Background: an optimization exercise with open tools, aiming at small area, a short achievable clock period and few clock cycles. Do not read the settings as production practice.
Where RTL was checked, it was by simulation tests only, not by an equivalence proof against the original.
No activity file was given, so power comes from the tool's default toggle rates.

// frame_engine
module frame_engine (
    input  wire        clk,
    input  wire        rst,           
    input  wire        cmd_valid,
    output wire        cmd_ready,
    input  wire [31:0] cmd_data,
    output reg         rsp_valid,
    output wire [31:0] rsp_data,
    output wire        frm_valid,
    input  wire        frm_ready,
    output wire [7:0]  frm_data,
    output wire        frm_first,
    output wire        frm_last
);
For scale: about 3000 cells after synthesis, roughly 1200 flip-flops, about 81 I/O pins, roughly 52000 µm² of cells after synthesis.
export LEC_CHECK = 0
export CAP_MARGIN = 20
export CELL_PAD_IN_SITES_DETAIL_PLACEMENT = 1
export CELL_PAD_IN_SITES_GLOBAL_PLACEMENT = 2
export CORE_MARGIN = 2
export CORE_UTILIZATION = 50
export SLEW_MARGIN = 20
create_clock -name core_clock -period 11.0 [get_ports {clk}]
standard.sh (not shown) runs the stock make flow with config.mk's settings and CLKGATE_MAP_FILE= SYNTH_SCRIPT=/design/flow/synth_recipe.tcl, a recipe that flattens the netlist after the stock synthesis.
==> flow/flow/run.sh <==
#!/bin/bash
set -euo pipefail
bash standard.sh SETUP_SLACK_MARGIN=7 finish > standard_flow.log 2>&1
Testbench counts at the start, summed over its fixed seeds: cycles 35,278.
Next try:
--- a/flow/design.v
+++ b/flow/design.v
@@ -83,20 +83,19 @@
     wire       st_act    = feed_fire || rp_act;
     wire [7:0] x = busy ? xr : cmd_data[7:0];
     wire       last = (rd == rend);           
     wire       cand    = (blen >= 7'd2);
     wire [6:0] lastoff = {1'b0, cnt, 2'b11} + 7'd4;           
     wire       crc_en  = (blen <= 7'd4) || (blen + 7'd1 < lastoff);
-    wire       x_a5    = busy ? (xr == P_MARKER0) : (cmd_data[7:0] == P_MARKER0);
-    wire       x_5a    = busy ? (xr == P_MARKER1) : (cmd_data[7:0] == P_MARKER1);
-    wire       mk      = (prev == P_MARKER0) && x_5a;
+    wire       mk      = (prev == P_MARKER0) && (x == P_MARKER1);
+    wire       x_a5    = (x == P_MARKER0);
+    wire       x_5a    = (x == P_MARKER1);
     wire       done_big = (blen == 7'd7) && big;
     wire       at_last  = (blen == lastoff) && !big;
     wire       good_pre = hdr_ok && (cnt != 4'd0) && (pcrc[7:0] == prev);
-    wire       good     = good_pre && (busy ? (pcrc[15:8] == xr)
-                                                : (pcrc[15:8] == cmd_data[7:0]));
+    wire       good     = good_pre && (pcrc[15:8] == x);
     wire       s_acc    = cand && at_last && good;
     wire       s_rej    = cand && (done_big || (at_last && !good));
     wire [6:0] bend_p1 = bend + 7'd1;
     wire [6:0] bend_m1 = bend - 7'd1;
     wire       st_v    = nm_v || mk || x_a5;
     wire [6:0] st_a    = nm_v ? nm_a : (mk ? bend_m1 : bend);
@@ -136,17 +135,14 @@
     wire a5ld = resp_now && !avail && (qtail_n != vtail);
     wire busy_n = (feed_fire && restart) || (busy && !(rp_act && last && !restart));
     wire [6:0] rd_n = (feed_fire && restart)              ? st_a :
                       (rp_act && restart && last)         ? st_a :
                       (busy && cmode && xv && last)       ? jstart :
                       (busy && rd != rend)                ? rd + 7'd1 : rd;
-    wire [7:0] fa_p1 = fa + 8'd1;
-    wire [7:0] fa_n = (a5ld || fetch) ? fa_p1 : fa;
-    wire [7:0] l_am = l_a - 8'd1;
-    wire [7:0] l_bm = l_b - 8'd1;
-    wire [7:0] qlen_n = pop ? (acc ? l_bm : l_am) : (acc ? l_b : l_a);
+    wire [7:0] fa_n = fa + {7'd0, a5ld || fetch};
+    wire [7:0] qlen_n = (acc ? l_b : l_a) - {7'd0, pop};
     reg [6:0] blen_n, bend_n;
     always @(*) begin
         blen_n = blen;
         bend_n = bend;
         if (st_act) begin
             if (!cand) begin
@@ -291,13 +287,16 @@
                 end
             end else if (busy && cmode && xv && last) begin
                 cmode <= 1'b0;
                 rend  <= bend_p1;
                 xv    <= 1'b0;
             end
-            if (pop) begin
+            if (a5ld) begin
+                h_d <= P_MARKER0;
+                h_v <= 1'b1;
+            end else if (pop) begin
                 hoff    <= last_r ? 7'd0 : hoff + 7'd1;
                 first_r <= last_r;
                 last_r  <= !last_r && (hoff != 7'd4) && (hoff + 7'd1 == hlast);
                 if (hoff == 7'd4)
                     hlast <= {1'b0, h_d[3:0], 2'b11} + 7'd4;
                 if (n_v) begin
@@ -316,13 +315,9 @@
                     h_v <= 1'b1;
                 end else begin
                     n_d <= rdata;
                     n_v <= 1'b1;
                 end
             end
-            if (a5ld) begin
-                h_d <= P_MARKER0;
-                h_v <= 1'b1;
-            end
         end
     end
 endmodule
Sequential power went up slightly. Clock skew went up by 0.035 ns. Worst hold slack improves by 0.016 ns. Wire length went down by a few percent. Setup slack degrades by 0.22 ns.
Testbench counts after the change, summed over its fixed seeds: cycles 35,278.


== the baseline ==
The RTL this note starts from:
==> flow/design.v <==
module frame_engine (
    input  wire        clk,
    input  wire        rst,           
    input  wire        cmd_valid,
    output wire        cmd_ready,
    input  wire [31:0] cmd_data,
    output reg         rsp_valid,
    output wire [31:0] rsp_data,
    output wire        frm_valid,
    input  wire        frm_ready,
    output wire [7:0]  frm_data,
    output wire        frm_first,
    output wire        frm_last
);
    localparam [7:0] P_MARKER0 = 8'hA5;
    localparam [7:0] P_MARKER1 = 8'h5A;
    localparam [7:0] P_VERSION = 8'h01;
    localparam [7:0] P_TYPE    = 8'h01;
    function [15:0] crc_step;
        input [15:0] r;
        input [7:0]  b;
        integer      n;
        reg   [15:0] t;
        begin
            t = r ^ {b, 8'h00};
            for (n = 0; n < 8; n = n + 1)
                t = t[15] ? ((t << 1) ^ 16'h1021) : (t << 1);
            crc_step = t;
        end
    endfunction
    wire [7:0] op = cmd_data[31:24];
    wire is_nop    = (cmd_data == 32'h00000000);
    wire is_init   = (cmd_data == 32'h01000000);
    wire is_seed   = (op == 8'h02) && (cmd_data[23:16] == 8'h00);
    wire is_update = (op == 8'h03) && (cmd_data[23:8]  == 16'h0000);
    wire is_read   = (cmd_data == 32'h04000000);
    wire is_hdr    = (op == 8'h08);
    wire is_feed   = (op == 8'h10) && (cmd_data[23:8]  == 16'h0000);
    wire is_status = (cmd_data == 32'h20000000);
    wire is_legal  = is_nop | is_init | is_seed | is_update | is_read |
                     is_hdr | is_feed | is_status;
    reg [7:0]  ring [0:127];
    reg [7:0]  qhead;       
    reg [7:0]  vtail;       
    reg [7:0]  qtail;       
    reg [6:0]  blen;        
    reg [6:0]  bend;        
    reg [7:0]  level;
    reg [7:0]  qlen;        
    reg        feed_ok;     
    reg        avail;       
    reg [15:0] pcrc;        
    reg        hdr_ok;      
    reg [3:0]  cnt;         
    reg        big;         
    reg [7:0]  prev;        
    reg        nm_v;        
    reg [6:0]  nm_a;
    reg        busy;
    reg        cmode;       
    reg [6:0]  rd;          
    reg [6:0]  rend;        
    reg [6:0]  jstart;      
    reg [7:0]  xr;
    reg        xv;
    reg [2:0]  nframes;
    reg [15:0] crc_reg;
    reg        illegal;
    reg        rk_ones, rk_crc, rk_stat;
    reg [2:0]  rsmall;
    reg [7:0]  h_d, n_d;
    reg        h_v, n_v;
    reg [6:0]  hoff;        
    reg [6:0]  hlast;       
    reg  [7:0] fa;          
    reg  [6:0] raddr;       
    wire [7:0] rdata = ring[raddr];
    reg        rdy;
    assign cmd_ready = rdy;
    wire       fire      = cmd_valid && cmd_ready;
    wire       feed_fire = fire && is_feed;
    wire       rp_act    = busy && !cmode && xv;
    wire       st_act    = feed_fire || rp_act;
    wire [7:0] x = busy ? xr : cmd_data[7:0];
    wire       last = (rd == rend);           
    wire       cand    = (blen >= 7'd2);
    wire [6:0] lastoff = {1'b0, cnt, 2'b11} + 7'd4;           
    wire       crc_en  = (blen <= 7'd4) || (blen + 7'd1 < lastoff);
    wire       x_a5    = busy ? (xr == P_MARKER0) : (cmd_data[7:0] == P_MARKER0);
    wire       x_5a    = busy ? (xr == P_MARKER1) : (cmd_data[7:0] == P_MARKER1);
    wire       mk      = (prev == P_MARKER0) && x_5a;
    wire       done_big = (blen == 7'd7) && big;
    wire       at_last  = (blen == lastoff) && !big;
    wire       good_pre = hdr_ok && (cnt != 4'd0) && (pcrc[7:0] == prev);
    wire       good     = good_pre && (busy ? (pcrc[15:8] == xr)
                                                : (pcrc[15:8] == cmd_data[7:0]));
    wire       s_acc    = cand && at_last && good;
    wire       s_rej    = cand && (done_big || (at_last && !good));
    wire [6:0] bend_p1 = bend + 7'd1;
    wire [6:0] bend_m1 = bend - 7'd1;
    wire       st_v    = nm_v || mk || x_a5;
    wire [6:0] st_a    = nm_v ? nm_a : (mk ? bend_m1 : bend);
    wire [6:0] nm_a_p1 = nm_a + 7'd1;
    wire [6:0] st_a1   = nm_v ? nm_a_p1 : (mk ? bend : bend_p1);
    wire       restart = s_rej && st_v;
    wire       we = busy ? xv : feed_ok;
    always @(posedge clk) begin
        if (we)
            ring[bend] <= x;
    end
    wire [31:0] status = {illegal, 1'b0, avail, feed_ok,
                          4'b0, level, 5'b0, 4'b0, blen};
    assign rsp_data = rk_ones ? 32'hFFFFFFFF :
                      rk_crc  ? {16'h0, crc_reg} :
                      rk_stat ? status : {29'h0, rsmall};
    assign frm_valid = h_v;
    assign frm_data  = h_d;
    reg    first_r, last_r;   
    assign frm_first = first_r;
    assign frm_last  = last_r;
    wire   pop       = h_v && frm_ready;
    wire   fetch     = !busy && (fa != vtail) && !(h_v && n_v && !pop);
    wire       acc      = st_act && s_acc;
    wire       resp_now = (feed_fire && !restart) ||
                          (rp_act && last && !restart);
    wire [7:0] qt_acc   = qtail + {1'b0, blen} + 8'd1;
    wire [7:0] qtail_n  = acc ? qt_acc : qtail;
    wire [7:0] vtail_n  = resp_now ? qtail_n : vtail;
    wire [7:0] l_a  = qlen;                        
    wire [7:0] l_b  = qlen + {1'b0, blen} + 8'd1;
    wire [7:0] l_s  = !resp_now ? level : (acc ? l_b : l_a);
    wire [7:0] l_sm = !resp_now ? level - 8'd1 : (acc ? l_b - 8'd1 : l_a - 8'd1);
    wire [7:0] level_n = pop ? l_sm : l_s;
    wire f_s  = !resp_now ? (level <= 8'd60) : (acc ? (l_b <= 8'd60) : (l_a <= 8'd60));
    wire f_sm = !resp_now ? (level <= 8'd61) : (acc ? (l_b <= 8'd61) : (l_a <= 8'd61));
    wire a_s  = !resp_now ? (level != 8'd0) : (acc ? (l_b != 8'd0) : (l_a != 8'd0));
    wire a_sm = !resp_now ? (level != 8'd1) : (acc ? (l_b != 8'd1) : (l_a != 8'd1));
    wire a5ld = resp_now && !avail && (qtail_n != vtail);
    wire busy_n = (feed_fire && restart) || (busy && !(rp_act && last && !restart));
    wire [6:0] rd_n = (feed_fire && restart)              ? st_a1 :
                      (rp_act && restart && last)         ? st_a1 :
                      (busy && cmode && xv && last)       ? jstart :
                      (busy && rd != rend)                ? rd + 7'd1 : rd;
    wire [7:0] fa_p1 = fa + 8'd1;
    wire [7:0] fa_n = (a5ld || fetch) ? fa_p1 : fa;
    wire [7:0] l_am = l_a - 8'd1;
    wire [7:0] l_bm = l_b - 8'd1;
    wire [7:0] qlen_n = pop ? (acc ? l_bm : l_am) : (acc ? l_b : l_a);
    reg [6:0] blen_n, bend_n;
    always @(*) begin
        blen_n = blen;
        bend_n = bend;
        if (st_act) begin
            if (!cand) begin
                if (blen == 7'd1 && x_5a) begin
                    blen_n = 7'd2;
                    bend_n = qtail[6:0] + 7'd2;
                end else if (x_a5) begin
                    blen_n = 7'd1;
                    bend_n = qtail[6:0] + 7'd1;
                end else begin
                    blen_n = 7'd0;
                    bend_n = qtail[6:0];
                end
            end else if (s_acc) begin
                blen_n = 7'd0;
                bend_n = bend_p1;
            end else if (s_rej) begin
                blen_n = 7'd0;
                bend_n = (busy && !last && st_v) ? bend_p1 : qtail[6:0];
            end else begin
                blen_n = blen + 7'd1;
                bend_n = bend_p1;
            end
        end else if (busy && cmode && xv) begin
            bend_n = last ? qtail[6:0] : bend_p1;
        end
    end
    always @(posedge clk) begin
        if (rst) begin
            qhead     <= 8'd0;
            qtail     <= 8'd0;
            vtail     <= 8'd0;
            blen      <= 7'd0;
            bend      <= 7'd0;
            level     <= 8'd0;
            fa        <= 8'd0;
            raddr     <= 7'd0;
            qlen      <= 8'd0;
            feed_ok   <= 1'b1;
            rdy       <= 1'b1;
            avail     <= 1'b0;
            busy      <= 1'b0;
            cmode     <= 1'b0;
            xv        <= 1'b0;
            crc_reg   <= 16'hFFFF;
            illegal   <= 1'b0;
            rsp_valid <= 1'b0;
            h_v       <= 1'b0;
            n_v       <= 1'b0;
            hoff      <= 7'd0;
            hlast     <= 7'd127;
            first_r   <= 1'b1;
            last_r    <= 1'b0;
            nm_v      <= 1'b0;
        end else begin
            rsp_valid <= resp_now || (fire && !is_feed);
            qhead   <= qhead + {7'd0, pop};
            qtail   <= qtail_n;
            vtail   <= vtail_n;
            blen    <= blen_n;
            bend    <= bend_n;
            level   <= level_n;
            feed_ok <= pop ? f_sm : f_s;
            rdy     <= !busy_n && ((pop ? f_sm : f_s) ||
                                   (cmd_valid && !is_feed && !fire));
            avail   <= pop ? a_sm : a_s;
            fa    <= fa_n;
            rd    <= rd_n;
            raddr <= busy_n ? rd_n : fa_n[6:0];
            qlen  <= qlen_n;
            if (fire) begin
                rk_ones <= !is_legal;
                rk_crc  <= is_read;
                rk_stat <= is_status;
                rsmall  <= 3'd0;
                if (!is_legal)
                    illegal <= 1'b1;
                else if (is_init)
                    crc_reg <= 16'hFFFF;
                else if (is_seed)
                    crc_reg <= cmd_data[15:0];
                else if (is_update)
                    crc_reg <= crc_step(crc_reg, cmd_data[7:0]);
                else if (is_hdr)
                    rsmall <= {2'b0, (cmd_data[23:16] == P_VERSION) &&
                                     (cmd_data[15:8]  == P_TYPE) &&
                                     (cmd_data[7:0]   != 8'h00)};
                else if (is_feed)
                    rsmall <= {2'b0, s_acc};
            end
            if (st_act) begin
                prev <= x;
                if (!cand) begin
                    pcrc <= 16'hFFFF;
                    nm_v <= 1'b0;
                end else begin
                    if (crc_en)
                        pcrc <= crc_step(pcrc, x);
                    if (blen == 7'd2)
                        hdr_ok <= (x == P_VERSION);
                    if (blen == 7'd3)
                        hdr_ok <= hdr_ok && (x == P_TYPE);
                    if (blen == 7'd4) begin
                        cnt <= x[3:0];
                        big <= (x[7:4] != 4'd0);
                    end
                    if (mk && !nm_v) begin
                        nm_v <= 1'b1;
                        nm_a <= bend_m1;
                    end
                end
            end
            if (busy) begin
                if (rd != rend) begin
                    xr <= rdata;
                    xv <= 1'b1;
                end else
                    xv <= 1'b0;
            end
            if (feed_fire) begin
                nframes <= {2'b0, s_acc};
                if (restart) begin
                    busy  <= 1'b1;
                    cmode <= 1'b0;
                    rend  <= bend_p1;
                    xr    <= P_MARKER0;
                    xv    <= 1'b1;
                end
            end else if (rp_act) begin
                if (s_acc)
                    nframes <= nframes + 3'd1;
                if (restart) begin
                    if (last) begin
                        rend <= bend_p1;
                        xr   <= P_MARKER0;
                        xv   <= 1'b1;
                    end else begin
                        cmode  <= 1'b1;
                        jstart <= st_a1;
                    end
                end else if (last) begin
                    busy   <= 1'b0;
                    rsmall <= nframes + {2'b0, s_acc};
                end
            end else if (busy && cmode && xv && last) begin
                cmode <= 1'b0;
                rend  <= bend_p1;
                xr    <= P_MARKER0;
                xv    <= 1'b1;
            end
            if (pop) begin
                hoff    <= last_r ? 7'd0 : hoff + 7'd1;
                first_r <= last_r;
                last_r  <= !last_r && (hoff != 7'd4) && (hoff + 7'd1 == hlast);
                if (hoff == 7'd4)
                    hlast <= {1'b0, h_d[3:0], 2'b11} + 7'd4;
                if (n_v) begin
                    h_d <= n_d;
                    h_v <= 1'b1;
                    n_d <= rdata;
                    n_v <= fetch;
                end else begin
                    h_d <= rdata;
                    h_v <= fetch;
                    n_v <= 1'b0;
                end
            end else if (fetch) begin
                if (!h_v) begin
                    h_d <= rdata;
                    h_v <= 1'b1;
                end else begin
                    n_d <= rdata;
                    n_v <= 1'b1;
                end
            end
            if (a5ld) begin
                h_d <= P_MARKER0;
                h_v <= 1'b1;
            end
        end
    end
endmodule
Settings: LEC_CHECK=0, CAP_MARGIN=20, CELL_PAD_IN_SITES_DETAIL_PLACEMENT=1, CELL_PAD_IN_SITES_GLOBAL_PLACEMENT=2, CORE_MARGIN=2, CORE_UTILIZATION=50, CTS_CLUSTER_DIAMETER=120, CTS_CLUSTER_SIZE=24, SLEW_MARGIN=20; clock period 11.0 ns.
==> flow/flow/run.sh <==
#!/bin/bash
set -euo pipefail
bash standard.sh SETUP_SLACK_MARGIN=6.75 finish > standard_flow.log 2>&1
Edits applied to the flow inputs when going from the baseline to the candidate:
-- flow/design.v --
<<< the baseline, line 101
    wire       st_v    = nm_v || mk || x_a5;
    wire [6:0] st_a    = nm_v ? nm_a : (mk ? bend_m1 : bend);
    wire [6:0] nm_a_p1 = nm_a + 7'd1;
    wire [6:0] st_a1   = nm_v ? nm_a_p1 : (mk ? bend : bend_p1);
    wire       restart = s_rej && st_v;
    wire       we = busy ? xv : feed_ok;
>>> the candidate, line 101
    wire       st_v    = nm_v || mk || x_a5;
    wire [6:0] st_a    = nm_v ? nm_a : (mk ? bend_m1 : bend);
    wire       restart = s_rej && st_v;
    wire       we = busy ? xv : feed_ok;
<<< the baseline, line 111
    wire [31:0] status = {illegal, 1'b0, avail, feed_ok,
                          4'b0, level, 5'b0, 4'b0, blen};
    assign rsp_data = rk_ones ? 32'hFFFFFFFF :
                      rk_crc  ? {16'h0, crc_reg} :
                      rk_stat ? status : {29'h0, rsmall};
    assign frm_valid = h_v;
    assign frm_data  = h_d;
>>> the candidate, line 109
    wire [31:0] status = {illegal, 1'b0, avail, feed_ok,
                          4'b0, level, 5'b0, 4'b0, blen};
    assign rsp_data = {32{rk_ones}} |
                      ({16'h0, crc_reg} & {32{rk_crc}}) |
                      (status & {32{rk_stat}}) |
                      {29'h0, rsmall};
    assign frm_valid = h_v;
    assign frm_data  = h_d;
<<< the baseline, line 138
    wire a5ld = resp_now && !avail && (qtail_n != vtail);
    wire busy_n = (feed_fire && restart) || (busy && !(rp_act && last && !restart));
    wire [6:0] rd_n = (feed_fire && restart)              ? st_a1 :
                      (rp_act && restart && last)         ? st_a1 :
                      (busy && cmode && xv && last)       ? jstart :
                      (busy && rd != rend)                ? rd + 7'd1 : rd;
>>> the candidate, line 137
    wire a5ld = resp_now && !avail && (qtail_n != vtail);
    wire busy_n = (feed_fire && restart) || (busy && !(rp_act && last && !restart));
    wire [6:0] rd_n = (feed_fire && restart)              ? st_a :
                      (rp_act && restart && last)         ? st_a :
                      (busy && cmode && xv && last)       ? jstart :
                      (busy && rd != rend)                ? rd + 7'd1 : rd;
<<< the baseline, line 275
                    cmode <= 1'b0;
                    rend  <= bend_p1;
                    xr    <= P_MARKER0;
                    xv    <= 1'b1;
                end
            end else if (rp_act) begin
>>> the candidate, line 274
                    cmode <= 1'b0;
                    rend  <= bend_p1;
                    xv    <= 1'b0;
                end
            end else if (rp_act) begin
<<< the baseline, line 284
                    if (last) begin
                        rend <= bend_p1;
                        xr   <= P_MARKER0;
                        xv   <= 1'b1;
                    end else begin
                        cmode  <= 1'b1;
                        jstart <= st_a1;
                    end
                end else if (last) begin
>>> the candidate, line 282
                    if (last) begin
                        rend <= bend_p1;
                        xv   <= 1'b0;
                    end else begin
                        cmode  <= 1'b1;
                        jstart <= st_a;
                    end
                end else if (last) begin
<<< the baseline, line 297
                cmode <= 1'b0;
                rend  <= bend_p1;
                xr    <= P_MARKER0;
                xv    <= 1'b1;
            end
            if (pop) begin
>>> the candidate, line 294
                cmode <= 1'b0;
                rend  <= bend_p1;
                xv    <= 1'b0;
            end
            if (pop) begin
Results
- Of the baseline and the candidate, the run reporting the lower non-clock buffer count was the baseline.
- Going from the baseline to the candidate, detailed-placement wirelength estimate grows by 1200 um.
- When the final numbers for the baseline and the candidate were put side by side, the clock network fraction of design power turned out to be smaller in the baseline.
- Smallest setup slack after layout for the candidate is lower than for the baseline.
- Power (the candidate over the baseline): decrease, 1100 uW
- Going from the baseline to the candidate, area of the core region did not really move, area overhead of the layout relative to synthesis went down, final standard cell utilization of the core went down, actual slew at the worst max-slew pin went up, maximum number of pins on one net before global-route repair went up.
- Between the baseline and the candidate, the adder and majority cell fraction of the synthesized area does not differ in any meaningful way.
- NOTE die area the baseline->the candidate decreased slightly
No run of this note included a check of the RTL's function; only the layout flow was run.

static timing again, ports no longer ideal:
The flow's constraints put no driver on any port. The routed layouts listed below were extracted and timed again, unchanged, in two steps.
Step 1 assumes that a clkbuf_16 drives the clock port and a buf_2 every other input.
Step 2 also shifts input and output timing later by t, the mid clock arrival at the registers, as if the neighbouring blocks saw the same clock.
a / b / c = ideal / step 1 / step 2; a / b = the first two.
run | shift t [ns] | setup slack, ns | worst data-port slew with drivers (ns)
the first run of note 1 | 0.806 | 6.762 / 6.688 / 6.052 | 0.06
the second run of note 1 | 0.770 | 6.546 / 6.571 / 5.802 | 0.06
the baseline | 0.767 | 6.288 / 6.317 / 5.550 | 0.05
the candidate | 0.750 | 6.156 / 6.164 / 5.414 | 0.08
After both steps every run listed still meets setup and hold. For the second run of note 1, which loses most, drivers alone change the setup slack by +0.025 ns; drivers and shift together by -0.744 ns.
